This design comes from an exercise in tuning for small area, a short achievable clock period and few clock cycles per item on the open sky130 flow, not from production work. In this exercise RTL edits were held to simulation tests only and were not proved equivalent to the original. Power and IR drop assume default switching activity.

## flow/design.v

```verilog
module line_codec (
    input  wire        clk,
    input  wire        rst,           
    input  wire        cmd_valid,
    output wire        cmd_ready,
    input  wire [15:0] cmd,
    input  wire [7:0]  len,
    input  wire [63:0] line_in,
    input  wire [63:0] data_in,       
    output reg         done,
    output wire [15:0] rsp,
    output reg  [63:0] line_q,
    output reg  [63:0] data_q,
    output reg  [14:0] crc_q,
    output wire [7:0]  enstat_q
);
    genvar i;
    wire [3:0] op  = cmd[3:0];
    wire [1:0] fmt = cmd[5:4];
    wire       lb  = cmd[6];
    wire       rsv_ok = (cmd[15:7] == 9'd0);
    wire is_crc  = rsv_ok && (op == 4'h1);
    wire is_dec  = rsv_ok && (op == 4'h2);
    wire is_enc  = rsv_ok && (op == 4'h3);
    wire is_chk  = rsv_ok && (op == 4'h4);
    wire bad_format = (is_dec && (fmt == 2'd3)) ||
                      (is_enc && ((fmt == 2'd3) || (fmt == 2'd0)));
    wire len_gt8 = (len[7:4] != 4'd0) || (len[3] && (len[2:0] != 3'd0));
    wire len_gt6 = (len[7:3] != 5'd0) || (len[2:0] == 3'd7);
    wire bad_length = is_enc && ((fmt == 2'd1) ? (!lb && len_gt8)
                                               : ((fmt == 2'd2) && len_gt6));
    wire ok_crc  = is_crc && (fmt == 2'd0) && !lb;
    wire ok_dec  = is_dec && (fmt != 2'd3) && !lb;
    wire ok_enc  = is_enc && (fmt[1] ^ fmt[0]) && !(fmt[0] && lb) && !bad_length;
    wire ok_chk  = is_chk && (fmt == 2'd0) && !lb;
    wire bad_param = !(ok_crc || ok_dec || ok_enc || ok_chk);
    wire bad_opc   = bad_param && !bad_format && !bad_length;
    wire sel_d  = cmd[2] || (cmd[1] && cmd[0]);             
    wire sel_u  = !cmd[0] && !cmd[2] && (fmt == 2'd0);      
    wire sel_lh = !sel_d;                                   
    wire sel_ll = !sel_d && !sel_u;                         
    wire sel_lb = sel_d && fmt[1];                          
    wire [7:0] sel_dk;
    generate
        for (i = 0; i < 8; i = i + 1) begin : g_keep
            assign sel_dk[i] = sel_d && (cmd[2] || len[3] || (len[2:0] > i));
        end
    endgenerate
    wire [63:0] opnd_d;
    generate
        for (i = 0; i < 48; i = i + 1) begin : g_opl
            lc_ao222 u_op (.a(line_in[i]), .sa(sel_ll),
                           .b(line_in[i + 15]), .sb(sel_u),
                           .c(data_in[i]), .sc(sel_dk[i / 8]),
                           .y(opnd_d[i]));
        end
        for (i = 48; i < 63; i = i + 1) begin : g_oph
            lc_ao22 u_op (.a(line_in[i]), .sa(sel_lh),
                          .b(data_in[i]), .sb(sel_dk[i / 8]),
                          .y(opnd_d[i]));
        end
    endgenerate
    lc_ao222 u_op63 (.a(line_in[63]), .sa(sel_lh),
                     .b(lb), .sb(sel_lb),
                     .c(data_in[63]), .sc(sel_dk[7]),
                     .y(opnd_d[63]));
    wire [2:0] en_count = (data_in[15:0]  == 16'hA5A5) +
                          (data_in[31:16] == 16'h5A5A) +
                          (data_in[47:32] == 16'hA5A5) +
                          (data_in[63:48] == 16'h5A5A);
    reg  [63:0] opnd;
    reg         a_v;                        
    reg         a_crc, a_dec, a_ddes, a_draw, a_enc, a_edes, a_chk;
    reg         a_bp, a_c1, a_c0;           
    reg         a_ones;                     
    reg  [2:0]  a_cnt;                      
    always @(posedge clk) begin
        a_v    <= cmd_valid && !rst;
        opnd   <= opnd_d;
        a_crc  <= ok_crc;
        a_dec  <= ok_dec;
        a_ddes <= ok_dec && (fmt == 2'd2);
        a_draw <= ok_dec && (fmt == 2'd1);
        a_enc  <= ok_enc;
        a_edes <= ok_enc && fmt[1];
        a_chk  <= ok_chk;
        a_bp   <= bad_param;
        a_c1   <= bad_format || bad_length;
        a_c0   <= bad_opc || bad_length;
        a_ones <= &line_in;
        a_cnt  <= en_count;
    end
    wire [48:0] m = {opnd[63], opnd[47:0]};
    wire [14:0] crc_v;
    wire t49;
    wire t50;
    wire t51;
    wire t52;
    wire t53;
    wire t54;
    wire t55;
    wire t56;
    wire t57;
    wire t58;
    wire t59;
    wire t60;
    wire t61;
    wire t62;
    wire t63;
    wire t64;
    wire t65;
    wire t66;
    wire t67;
    wire t68;
    wire t69;
    wire t70;
    wire t71;
    wire t72;
    wire t73;
    wire t74;
    wire t75;
    wire t76;
    wire t77;
    wire t78;
    wire t79;
    wire t80;
    wire t81;
    wire t82;
    wire t83;
    wire t84;
    wire t85;
    wire t86;
    wire t87;
    wire t88;
    wire t89;
    wire t90;
    wire t91;
    wire t92;
    wire t93;
    wire t94;
    wire t95;
    wire t96;
    wire t97;
    wire t98;
    wire t99;
    wire t100;
    wire t101;
    wire t102;
    wire t103;
    wire t104;
    wire t105;
    wire t106;
    wire t107;
    wire t108;
    wire t109;
    wire t110;
    wire t111;
    wire t112;
    wire t113;
    wire t114;
    wire t115;
    wire t116;
    wire u0;
    wire u1;
    wire u2;
    wire u3;
    wire u4;
    wire u5;
    wire u6;
    wire u7;
    wire u8;
    wire u9;
    wire u10;
    wire u11;
    wire u12;
    wire u13;
    wire u14;
    wire u15;
    wire u16;
    wire u17;
    wire u18;
    wire u19;
    wire u20;
    wire u21;
    wire u22;
    wire u23;
    wire u24;
    wire u25;
    wire u26;
    wire u27;
    wire u28;
    wire u29;
    wire u30;
    wire u31;
    wire u32;
    wire u33;
    wire u34;
    wire u35;
    wire u36;
    wire u37;
    wire u38;
    wire u39;
    wire u40;
    wire u41;
    wire u42;
    wire u43;
    wire u44;
    wire u45;
    wire u46;
    wire u47;
    wire u48;
    wire u49;
    wire u50;
    wire u51;
    wire u52;
    wire u53;
    wire u54;
    wire u55;
    wire u56;
    wire u57;
    wire u58;
    wire u59;
    wire u60;
    wire u61;
    wire u62;
    wire u63;
    wire u64;
    wire u65;
    wire u66;
    wire u67;
    wire u68;
    wire u69;
    wire u70;
    wire u71;
    wire u72;
    wire u73;
    wire u74;
    wire u75;
    wire u76;
    wire u77;
    wire u78;
    wire u79;
    wire u80;
    wire u81;
    wire u82;
    wire u83;
    wire u84;
    wire u85;
    wire u86;
    wire u87;
    wire u88;
    wire u89;
    wire u90;
    wire u91;
    wire u92;
    lc_xor2 x0 (.a(m[11]), .b(m[47]), .y(t49));
    lc_xor2 x1 (.a(m[25]), .b(m[30]), .y(t50));
    lc_xor2 x2 (.a(m[44]), .b(m[46]), .y(t51));
    lc_xor2 x3 (.a(m[26]), .b(m[32]), .y(t52));
    lc_xor2 x4 (.a(m[24]), .b(m[29]), .y(t53));
    lc_xor2 x5 (.a(m[10]), .b(m[48]), .y(t54));
    lc_xor2 x6 (.a(m[22]), .b(m[23]), .y(t55));
    lc_xor2 x7 (.a(m[6]), .b(m[31]), .y(t56));
    lc_xor2 x8 (.a(m[12]), .b(m[45]), .y(t57));
    lc_xor2 x9 (.a(m[4]), .b(m[9]), .y(t58));
    lc_xor2 x10 (.a(m[2]), .b(m[13]), .y(t59));
    lc_xor2 x11 (.a(m[19]), .b(m[21]), .y(t60));
    lc_xor2 x12 (.a(t49), .b(t50), .y(t61));
    lc_xor2 x13 (.a(m[41]), .b(m[43]), .y(t62));
    lc_xor2 x14 (.a(m[1]), .b(m[38]), .y(t63));
    lc_xor2 x15 (.a(m[5]), .b(m[18]), .y(t64));
    lc_xor2 x16 (.a(m[28]), .b(m[42]), .y(t65));
    lc_xor2 x17 (.a(m[0]), .b(m[17]), .y(t66));
    lc_xor2 x18 (.a(m[27]), .b(t62), .y(t67));
    lc_xor2 x19 (.a(m[20]), .b(t52), .y(t68));
    lc_xor2 x20 (.a(m[39]), .b(t55), .y(t69));
    lc_xor2 x21 (.a(t51), .b(t53), .y(t70));
    lc_xor2 x22 (.a(t58), .b(t66), .y(t71));
    lc_xor2 x23 (.a(t54), .b(t57), .y(t72));
    lc_xor2 x24 (.a(t61), .b(t70), .y(t73));
    lc_xor2 x25 (.a(m[3]), .b(m[8]), .y(t74));
    lc_xor2 x26 (.a(m[14]), .b(m[40]), .y(t75));
    lc_xor2 x27 (.a(m[33]), .b(t60), .y(t76));
    lc_xor2 x28 (.a(t64), .b(t68), .y(t77));
    lc_xor2 x29 (.a(m[11]), .b(m[37]), .y(t78));
    lc_xor2 x30 (.a(m[35]), .b(t56), .y(t79));
    lc_xor2 x31 (.a(m[7]), .b(t63), .y(t80));
    lc_xor2 x32 (.a(m[36]), .b(t59), .y(t81));
    lc_xor2 x33 (.a(m[16]), .b(t65), .y(t82));
    lc_xor2 x34 (.a(m[15]), .b(t67), .y(t83));
    lc_xor2 x35 (.a(t60), .b(t69), .y(t84));
    lc_xor2 x36 (.a(m[34]), .b(t71), .y(t85));
    lc_xor2 x37 (.a(m[10]), .b(m[39]), .y(t86));
    lc_xor2 x38 (.a(m[26]), .b(m[42]), .y(t87));
    lc_xor2 x39 (.a(m[21]), .b(m[22]), .y(t88));
    lc_xor2 x40 (.a(m[13]), .b(m[25]), .y(t89));
    lc_xor2 x41 (.a(m[24]), .b(m[36]), .y(t90));
    lc_xor2 x42 (.a(m[2]), .b(m[3]), .y(t91));
    lc_xor2 x43 (.a(m[1]), .b(m[35]), .y(t92));
    lc_xor2 x44 (.a(m[32]), .b(m[46]), .y(t93));
    lc_xor2 x45 (.a(m[5]), .b(m[16]), .y(t94));
    lc_xor2 x46 (.a(m[37]), .b(m[44]), .y(t95));
    lc_xor2 x47 (.a(m[4]), .b(m[12]), .y(t96));
    lc_xor2 x48 (.a(m[43]), .b(t65), .y(t97));
    lc_xor2 x49 (.a(t53), .b(t93), .y(t98));
    lc_xor2 x50 (.a(m[40]), .b(t55), .y(t99));
    lc_xor2 x51 (.a(m[15]), .b(t64), .y(t100));
    lc_xor2 x52 (.a(t49), .b(t74), .y(t101));
    lc_xor2 x53 (.a(t59), .b(t75), .y(t102));
    lc_xor2 x54 (.a(t51), .b(t96), .y(t103));
    lc_xor2 x55 (.a(t52), .b(t56), .y(t104));
    lc_xor2 x56 (.a(t59), .b(t88), .y(t105));
    lc_xor2 x57 (.a(m[28]), .b(t74), .y(t106));
    lc_xor2 x58 (.a(t56), .b(t90), .y(t107));
    lc_xor2 x59 (.a(t54), .b(t82), .y(t108));
    lc_xor2 x60 (.a(t69), .b(t72), .y(t109));
    lc_xor2 x61 (.a(m[27]), .b(t80), .y(t110));
    lc_xor2 x62 (.a(m[0]), .b(t81), .y(t111));
    lc_xor2 x63 (.a(t86), .b(t100), .y(t112));
    lc_xor2 x64 (.a(t76), .b(t78), .y(t113));
    lc_xor2 x65 (.a(t58), .b(t102), .y(t114));
    lc_xor2 x66 (.a(t72), .b(t91), .y(t115));
    lc_xor2 x67 (.a(t63), .b(t98), .y(t116));
    lc_xor2 x68 (.a(m[14]), .b(m[20]), .y(u0));
    lc_xor2 x69 (.a(m[29]), .b(m[43]), .y(u1));
    lc_xor2 x70 (.a(m[6]), .b(u0), .y(u2));
    lc_xor2 x71 (.a(u1), .b(t71), .y(u3));
    lc_xor2 x72 (.a(u2), .b(t110), .y(u4));
    lc_xor2 x73 (.a(t113), .b(t115), .y(u5));
    lc_xor2 x74 (.a(u3), .b(u4), .y(u6));
    lc_xor2 x75 (.a(u5), .b(u6), .y(crc_v[0]));
    lc_xor2 x76 (.a(m[11]), .b(m[20]), .y(u7));
    lc_xor2 x77 (.a(m[30]), .b(m[34]), .y(u8));
    lc_xor2 x78 (.a(u7), .b(u8), .y(u9));
    lc_xor2 x79 (.a(t103), .b(t105), .y(u10));
    lc_xor2 x80 (.a(t106), .b(t80), .y(u11));
    lc_xor2 x81 (.a(u9), .b(t112), .y(u12));
    lc_xor2 x82 (.a(u10), .b(u11), .y(u13));
    lc_xor2 x83 (.a(u12), .b(u13), .y(crc_v[1]));
    lc_xor2 x84 (.a(m[29]), .b(t57), .y(u14));
    lc_xor2 x85 (.a(t94), .b(t101), .y(u15));
    lc_xor2 x86 (.a(t79), .b(u14), .y(u16));
    lc_xor2 x87 (.a(t114), .b(t84), .y(u17));
    lc_xor2 x88 (.a(u15), .b(u16), .y(u18));
    lc_xor2 x89 (.a(u17), .b(u18), .y(crc_v[2]));
    lc_xor2 x90 (.a(m[30]), .b(m[45]), .y(u19));
    lc_xor2 x91 (.a(m[5]), .b(u19), .y(u20));
    lc_xor2 x92 (.a(t99), .b(u20), .y(u21));
    lc_xor2 x93 (.a(t111), .b(t113), .y(u22));
    lc_xor2 x94 (.a(t116), .b(t83), .y(u23));
    lc_xor2 x95 (.a(u21), .b(u22), .y(u24));
    lc_xor2 x96 (.a(u23), .b(u24), .y(crc_v[3]));
    lc_xor2 x97 (.a(m[31]), .b(m[45]), .y(u25));
    lc_xor2 x98 (.a(m[7]), .b(u25), .y(u26));
    lc_xor2 x99 (.a(t67), .b(u26), .y(u27));
    lc_xor2 x100 (.a(t108), .b(t73), .y(u28));
    lc_xor2 x101 (.a(t84), .b(t85), .y(u29));
    lc_xor2 x102 (.a(u27), .b(u28), .y(u30));
    lc_xor2 x103 (.a(u29), .b(u30), .y(crc_v[4]));
    lc_xor2 x104 (.a(m[17]), .b(m[31]), .y(u31));
    lc_xor2 x105 (.a(m[8]), .b(t92), .y(u32));
    lc_xor2 x106 (.a(u31), .b(t72), .y(u33));
    lc_xor2 x107 (.a(t97), .b(t99), .y(u34));
    lc_xor2 x108 (.a(u32), .b(t73), .y(u35));
    lc_xor2 x109 (.a(t77), .b(u33), .y(u36));
    lc_xor2 x110 (.a(u34), .b(u35), .y(u37));
    lc_xor2 x111 (.a(u36), .b(u37), .y(crc_v[5]));
    lc_xor2 x112 (.a(m[18]), .b(m[23]), .y(u38));
    lc_xor2 x113 (.a(m[48]), .b(m[9]), .y(u39));
    lc_xor2 x114 (.a(t57), .b(u38), .y(u40));
    lc_xor2 x115 (.a(u39), .b(t104), .y(u41));
    lc_xor2 x116 (.a(t67), .b(t76), .y(u42));
    lc_xor2 x117 (.a(t81), .b(u40), .y(u43));
    lc_xor2 x118 (.a(t73), .b(u41), .y(u44));
    lc_xor2 x119 (.a(u42), .b(u43), .y(u45));
    lc_xor2 x120 (.a(u44), .b(u45), .y(crc_v[6]));
    lc_xor2 x121 (.a(t63), .b(t104), .y(u46));
    lc_xor2 x122 (.a(t105), .b(t97), .y(u47));
    lc_xor2 x123 (.a(t73), .b(t85), .y(u48));
    lc_xor2 x124 (.a(u46), .b(u47), .y(u49));
    lc_xor2 x125 (.a(u48), .b(u49), .y(crc_v[7]));
    lc_xor2 x126 (.a(m[38]), .b(t95), .y(u50));
    lc_xor2 x127 (.a(t61), .b(t71), .y(u51));
    lc_xor2 x128 (.a(t79), .b(u50), .y(u52));
    lc_xor2 x129 (.a(t77), .b(t84), .y(u53));
    lc_xor2 x130 (.a(u51), .b(u52), .y(u54));
    lc_xor2 x131 (.a(u53), .b(u54), .y(crc_v[8]));
    lc_xor2 x132 (.a(m[40]), .b(t107), .y(u55));
    lc_xor2 x133 (.a(t76), .b(t109), .y(u56));
    lc_xor2 x134 (.a(t110), .b(t77), .y(u57));
    lc_xor2 x135 (.a(u55), .b(u56), .y(u58));
    lc_xor2 x136 (.a(u57), .b(u58), .y(crc_v[9]));
    lc_xor2 x137 (.a(t62), .b(t75), .y(u59));
    lc_xor2 x138 (.a(t89), .b(t106), .y(u60));
    lc_xor2 x139 (.a(u59), .b(t109), .y(u61));
    lc_xor2 x140 (.a(t116), .b(t85), .y(u62));
    lc_xor2 x141 (.a(u60), .b(u61), .y(u63));
    lc_xor2 x142 (.a(u62), .b(u63), .y(crc_v[10]));
    lc_xor2 x143 (.a(m[23]), .b(m[33]), .y(u64));
    lc_xor2 x144 (.a(m[41]), .b(t87), .y(u65));
    lc_xor2 x145 (.a(t92), .b(u64), .y(u66));
    lc_xor2 x146 (.a(u65), .b(u66), .y(u67));
    lc_xor2 x147 (.a(t112), .b(t114), .y(u68));
    lc_xor2 x148 (.a(t73), .b(u67), .y(u69));
    lc_xor2 x149 (.a(u68), .b(u69), .y(crc_v[11]));
    lc_xor2 x150 (.a(m[19]), .b(m[34]), .y(u70));
    lc_xor2 x151 (.a(t75), .b(t87), .y(u71));
    lc_xor2 x152 (.a(t94), .b(u70), .y(u72));
    lc_xor2 x153 (.a(t107), .b(t61), .y(u73));
    lc_xor2 x154 (.a(u71), .b(u72), .y(u74));
    lc_xor2 x155 (.a(t115), .b(t83), .y(u75));
    lc_xor2 x156 (.a(u73), .b(u74), .y(u76));
    lc_xor2 x157 (.a(u75), .b(u76), .y(crc_v[12]));
    lc_xor2 x158 (.a(m[17]), .b(m[3]), .y(u77));
    lc_xor2 x159 (.a(m[48]), .b(m[7]), .y(u78));
    lc_xor2 x160 (.a(t78), .b(t89), .y(u79));
    lc_xor2 x161 (.a(u77), .b(u78), .y(u80));
    lc_xor2 x162 (.a(t103), .b(t68), .y(u81));
    lc_xor2 x163 (.a(t79), .b(t82), .y(u82));
    lc_xor2 x164 (.a(u79), .b(u80), .y(u83));
    lc_xor2 x165 (.a(t83), .b(u81), .y(u84));
    lc_xor2 x166 (.a(u82), .b(u83), .y(u85));
    lc_xor2 x167 (.a(u84), .b(u85), .y(crc_v[13]));
    lc_xor2 x168 (.a(m[19]), .b(m[1]), .y(u86));
    lc_xor2 x169 (.a(m[6]), .b(m[9]), .y(u87));
    lc_xor2 x170 (.a(t95), .b(u86), .y(u88));
    lc_xor2 x171 (.a(u87), .b(t101), .y(u89));
    lc_xor2 x172 (.a(u88), .b(t108), .y(u90));
    lc_xor2 x173 (.a(t111), .b(t77), .y(u91));
    lc_xor2 x174 (.a(u89), .b(u90), .y(u92));
    lc_xor2 x175 (.a(u91), .b(u92), .y(crc_v[14]));
    wire [14:0] syn;                        
    generate
        for (i = 0; i < 15; i = i + 1) begin : g_syn
            lc_xor2 u_syn (.a(crc_v[i]), .b(opnd[48 + i]), .y(syn[i]));
        end
    endgenerate
    wire        crc_ok = (syn == 15'd0);
    wire        ones   = a_ones;
    wire        mm     = a_ddes && !ones && !crc_ok;
    assign cmd_ready = 1'b1;
    reg [5:0] rsp_r;                        
    reg [3:0] enstat_r;
    assign rsp      = {8'd0, rsp_r[5:4], rsp_r[3], 1'b0, rsp_r[2:1], rsp_r[3], rsp_r[0]};
    assign enstat_q = {4'd0, enstat_r};
    wire go      = a_v && !rst;
    wire wr_crc  = go && a_crc;
    wire wr_dlo  = go && a_dec && !mm;
    wire wr_dhi  = go && a_draw;
    wire wr_line = go && a_enc;
    wire wr_lraw = go && a_enc && !a_edes;
    wire wr_ldes = go && a_edes;
    wire wr_chk  = go && a_chk;
    wire ho_crc  = !rst && !wr_crc;
    wire ho_dlo  = !rst && !wr_dlo;
    wire ho_dhi  = !rst && !wr_dhi;
    wire ho_line = !rst && !wr_line;
    wire [14:0] crc_d;
    wire [63:0] data_d, line_d;
    generate
        for (i = 0; i < 15; i = i + 1) begin : g_crc
            lc_ao22 u_c (.a(crc_v[i]), .sa(wr_crc), .b(crc_q[i]), .sb(ho_crc),
                         .y(crc_d[i]));
            lc_ao222 u_lc (.a(opnd[48 + i]), .sa(wr_lraw), .b(crc_v[i]), .sb(wr_ldes),
                           .c(line_q[48 + i]), .sc(ho_line), .y(line_d[48 + i]));
        end
        for (i = 0; i < 48; i = i + 1) begin : g_lo
            lc_ao22 u_d (.a(opnd[i]), .sa(wr_dlo), .b(data_q[i]), .sb(ho_dlo),
                         .y(data_d[i]));
            lc_ao22 u_l (.a(opnd[i]), .sa(wr_line), .b(line_q[i]), .sb(ho_line),
                         .y(line_d[i]));
        end
        for (i = 48; i < 64; i = i + 1) begin : g_dh
            lc_ao22 u_d (.a(opnd[i]), .sa(wr_dhi), .b(data_q[i]), .sb(ho_dhi),
                         .y(data_d[i]));
        end
    endgenerate
    lc_ao22 u_l63 (.a(opnd[63]), .sa(wr_line), .b(line_q[63]), .sb(ho_line),
                   .y(line_d[63]));
    wire [5:0] rsp_n = {a_dec && !mm && opnd[63],               
                        a_ddes && ones,                         
                        mm,                                     
                        a_c1, a_c0,                             
                        a_bp};                                  
    always @(posedge clk) begin
        done     <= go;
        rsp_r    <= rst ? 6'd0 : (a_v ? rsp_n : rsp_r);
        enstat_r <= rst ? 4'd0 : (a_v && a_chk ? {(a_cnt != 3'd0), a_cnt} : enstat_r);
        crc_q    <= crc_d;
        data_q   <= data_d;
        line_q   <= line_d;
    end
endmodule
module lc_xor2 (
    input  wire a,
    input  wire b,
    output wire y
);
    assign y = a ^ b;
endmodule
module lc_ao22 (
    input  wire a,
    input  wire sa,
    input  wire b,
    input  wire sb,
    output wire y
);
    assign y = (a & sa) | (b & sb);
endmodule
module lc_ao222 (
    input  wire a,
    input  wire sa,
    input  wire b,
    input  wire sb,
    input  wire c,
    input  wire sc,
    output wire y
);
    assign y = (a & sa) | (b & sb) | (c & sc);
endmodule
```

## flow/flow/run.sh

```bash
#!/bin/bash
# Standard ORFS layout, with the port buffers made from the smallest buffer
# cell instead of the flow's default pick (repair may still upsize them).
set -euo pipefail
bash standard.sh BUFFER_PORTS_ARGS="-buffer_cell sky130_fd_sc_hd__buf_1" finish > standard.log 2>&1
```

## flow/standard.sh

```bash
#!/bin/bash
# synth_recipe.tcl (not shown) runs the flow's synth.tcl, then flattens the netlist and writes it again
# the make line also repeats each setting of config.mk as NAME=value (left out here)
make -C /OpenROAD-flow-scripts/flow DESIGN_CONFIG=/design/flow/config.mk WORK_HOME=/design/flow/orfs CLKGATE_MAP_FILE= SYNTH_SCRIPT=/design/flow/synth_recipe.tcl "${@:-finish}"
```

## flow/config.mk

```make
export PLATFORM = sky130hd
export DESIGN_NAME = line_codec
export DESIGN_NICKNAME = line_codec
export VERILOG_FILES = /design/flow/design.v
export SDC_FILE = /design/flow/constraint.sdc
export NUM_CORES = 4
export LEC_CHECK = 0
export ABC_CLOCK_PERIOD_IN_PS = 3000
export CAP_MARGIN = 20
export CORE_MARGIN = 2
export CORE_UTILIZATION = 55
export SETUP_SLACK_MARGIN = 5
export SLEW_MARGIN = 20
export SYNTH_HIERARCHICAL = 1
export SYNTH_MINIMUM_KEEP_SIZE = 0
```

## flow/constraint.sdc

```tcl
create_clock -name core_clock -period 9.0 [get_ports {clk}]
set_input_delay 1.8000 -clock core_clock [delete_from_list [all_inputs] [get_ports {clk}]]
set_output_delay 1.8000 -clock core_clock [all_outputs]
set_load 0.01 [all_outputs]
```

==> run notes <==
## placed cells by master, fill, tap and decap left out, types with 17 or more instances in the layout
master     netlist  routed
dfxtp_1        233     230
nand4_1         18      18
clkbuf_16        0      25
nor2_1          19      17
a222oi_1        64      64
inv_1           70      70
xor2_2           0      20
a22o_1         143     143
xor2_1         192     171
buf_1            1     309
## power groups by stage
stage / clock network [uW] / registers, uW / logic (uW)
3_3_place_gp: 0 / 1140 / 984
2_1_floorplan: 0 / 1120 / 717
3_5_place_dp: 0 / 1140 / 989
4_1_cts: 989 / 1120 / 1010
6_report: 982 / 1120 / 1060
5_1_grt: 1030 / 1130 / 1120
## flip-flops by register name (all words and copies together) (netlist names), 3 cells and up
| signal | count |
|---|---|
| rsp_r | 6 |
| enstat_r | 4 |
| line_q | 64 |
| data_q | 64 |
| crc_q | 15 |
| a_cnt | 3 |
| opnd | 64 |
## modules after synthesis (local to each module, per instance)
module	cell area, um^2	cells
lc_xor2	8.76	1
lc_ao222	13.8	2
line_codec	5880	418
lc_ao22	8.76	1
## how the worst max path moves through the flow
stage	from	end	slack, ps
floorplan	opnd[11]$_DFF_P_	data_q[0]$_DFF_P_	5000
global placement	rst	line_q[62]$_DFF_P_	4540
detailed placement	rst	line_q[59]$_DFF_P_	4440
CTS	opnd[11]$_DFF_P_	data_q[34]$_DFF_P_	5020
global route	opnd[28]$_DFF_P_	data_q[12]$_DFF_P_	5000
finish	opnd[13]$_DFF_P_	data_q[42]$_DFF_P_	5160
## through the flow
step | setup WS [ps] | std cells | total power, uW | area (um^2) | hold slack (ps)
2_1_floorplan | 5000 | 892 | 1840 | 9760 | 441
3_3_place_gp | 4540 | 1412 | 2130 | 11100 | 451
3_5_place_dp | 4440 | 1412 | 2130 | 11100 | 456
4_1_cts | 5020 | 1455 | 3110 | 11900 | 467
5_1_grt | 5000 | 1457 | 3280 | 12100 | 490
6_report | 5160 | 1457 | 3170 | 12100 | 469
## synthesized netlist by cell type (3+ instances only)
library cell  count
nor2b_1           5
nor2_1           19
nor3_1            6
buf_4            15
o21ai_1           7
mux2i_1           3
nand2b_1          3
nand2_1          14
inv_1            70
nand3b_1          4
dfxtp_1         233
nor4bb_1         12
nand3_1           5
a21oi_1          10
ha_1              6
and4_1            3
xor2_1          192
nand4_1          18
and2_1            8
a22o_1          143
a222oi_1         64
nor4_1           10
## cell type report
type                    count  area, um^2  area share
flip-flops and latches    233        4670       0.386
clock inverters             9        82.6     0.00682
well taps                 225         282      0.0233
clock buffers              34         699      0.0578
multi-input cells         567        4870       0.402
repair buffers            317        1240       0.102
inverters                  72         270      0.0223
## timing repair
action / 4_1_cts / 5_1_grt
gates cloned: 0 / 0
endpoints found under the setup margin: 63 / 48
setup buffers: 0 / 2
pin swaps: 0 / 6
gates resized for setup: 5 / 25
## worst max-delay path, delay by kind of cell (launching register included)
kind,cells,cell delay [ps]
xor gates and xnor gates,7,1840
buffers and inverters,1,280
AOI/OAI and AO/OA,2,330
DFF,1,490
and+or+nand+nor,3,820
## routing by layer
| layer | vias to the layer above | part of all wire |
|---|---|---|
| li1 | 3930 | - |
| met1 | 4113 | 0.40 |
| met2 | 584 | 0.46 |
| met3 | 87 | 0.099 |
| met4 | 0 | 0.041 |
| met5 | - | 0 |
## logic make-up after synthesis
family                   Yosys count  synth area share
other                              2          0.000775
multiplexers                       3           0.00310
adder cells (fa/ha/maj)            7           0.00982
buffers and inverters             92            0.0417
AND/OR/NAND/NOR                  116            0.0769
AO/OA/AOI/OAI                    235             0.212
XOR/XNOR                         192             0.174
flip-flops                       233             0.482
==> run notes <==
- Yosys top cell by area: dfxtp_1
- Period utilization: 0.427
- Main synth FF type: dfxtp_1
- Busiest grt layer: met2
- Post-synthesis sequential area ratio: 0.482
- Post-Route WL: about 34 mm
- EDFF count, synth: 0
- Row cnt: 48
- Max-Slew Margin vs Limit: 0.265
- Top-area cell type share of the netlist area: 0.482
- Post-synthesis register bit count: 233
- R2R Setup Slk: ~5200 ps
- FFs w/ async S/R, synth: 0
- Die height: about 140 um
- Most frequent cell on the critical path: xor2_1
- Fin crit period: 3840 ps
- GPL Wtd Cong: between 0.9 and 1
- Pwr dens: about 260 mW/mm^2
- Initial antenna violation count: 0
- Synth area leaders: dfxtp_1 (48%), xor2_1 (17%), a22o_1 (13%), a222oi_1 (6.6%), inv_1 (2.7%)
- Avg Cell Area, Syn: around 11 um^2
- M1 GR Usage: 0.469
- Status: no timing/DRC/antenna violations
- HP Start: enstat_r[1]$_SDFFE_PP0P_
- Worst Path Arrival: between 4000 and 5000 ps
- Int Pwr: 2000 uW
- GRT Residual Overflow: 0
- Met3 usage: 0.0596
- Num ports: 324
- Element type at the critical path end: flop
- 1st-pass router iterations: 12
- Met2 Usage GRT: 0.542
- Pin count of the biggest net entering global routing: 52
- Critical Path, Cell by Cell: xor2_2 > xor2_1 > xor2_2 > xor2_1 > xor2_1 > xor2_1 > xor2_1 > nor4_1 > and4_1 > o21ai_1 > nor3b_4 > buf_12 > a22o_1
- Drt drc: 0
- Leak: 0.00493 uW
- Area Overhead vs Synth: 25.0%
- Switching share of power: 0.368
- Initial DRC count: around 1400
- WL per Instance: 23.0 um
- Worst Hold End: enstat_r[1]$_SDFFE_PP0P_
- Slew of the pin with the lowest slew margin: 1100 ps
- HP Class: reg2reg
- RSZ-0062 raised after global routing: no
- Unique masters post-synth: between 40 and 50
- IO buf count: 309
- Final number of setup-violating endpoints: 0
- R2R depth: 13
- Hold-fix buffers, CTS: 0
- Max Cap Violations: 0
- Clock power share: 0.310
- Part of the power in combinational logic: 0.335
- Max Fanout on Critical Path: 48
- Post-synthesis cell count: 880
- Num Clock Sinks: 233
- Initial cell density of the core: 0.562
- Vias/cell: 5.98
- Sequential power share: 0.355
- Chip width: about 140 um
- Skew final: 15.8 ps
- Critical path class: reg2reg
- Hold Vio Cnt, Final: 0
- DP HPWL: 25.7 mm
- # diodes: 0
- Maximum clock path buffer count: 3
- CTS tree: yes
- R2R Path Start: opnd[13]$_DFF_P_
- Total number of vias: slightly below 9000
- Syn Std Cell Area: 0.00968 mm^2
- Ys Warns: 7
- Worst R2R End: data_q[42]$_DFF_P_
- Die area: 0.0187 mm^2
- Root Driver: clkbuf_16
- CP Data Required Time: 9470 ps
- Clock latency on the worst-skew pair: 530 ps
- Hold path depth: 2
- CTS Buf Count: 24
- Core region area: 0.0172 mm^2
- Fin util: 0.702
- CTS H-tree depth: 1
- Worst path slowest cell: dfxtp_1
- Psw: 1170 uW
- Maximum VDD drop: between 0.15 and 0.2 mV
- First-pass GRT wire length: 48.2 mm
- Startpoint type of the worst setup path: flop
- Antenna viol nets, final: 0
- Nets@finish: 1377
- Setup TNS: 0 ps
- Final Slew Violations: 0
- Vias in the first global route: 8048
- Crit path largest cell delay: between 400 and 500 ps
- Layout cells sized above 1: 0.0682
- GRT Overall Usage: 0.342
- Clk pin slew, worst setup/hold paths: 70 ps
- Max Clk Rate: ~260 MHz
- Filler cells: 1385
Testbench counts, summed over its fixed seeds: cycles 4,808, items 4,800.

-- re-timing with driven ports --
How much do the figures lean on ideal ports? The routed layout below was timed once more, with nothing changed but the port constraints.
Step 1 (the two cells are an assumption about what drives the block):
set clk [get_ports {clk}]
set_driving_cell -lib_cell sky130_fd_sc_hd__clkbuf_16 $clk
set_driving_cell -lib_cell sky130_fd_sc_hd__buf_2 [delete_from_list [all_inputs] $clk]
Step 2 adds t to the input delays and takes it off the output delays; t is the mean of the earliest and latest rising clock arrival at the registers after step 1. Input paths then give back, and output paths get back, about the clock's delay inside the block.
Slacks: ideal / step 1 / step 2; pairs: ideal / step 1.
t (ns): 0.569
slack for setup (ns): 5.158 / 5.158 / 4.650
worst setup path at the end: input to register
latest minus earliest clock arrival (ns): 0.016 / 0.016
worst slew at a driven data input, ns: 0.08
After both steps this run still meets setup and hold. For this run, drivers alone change the setup slack by 0.000 ns; drivers and shift together by -0.508 ns.
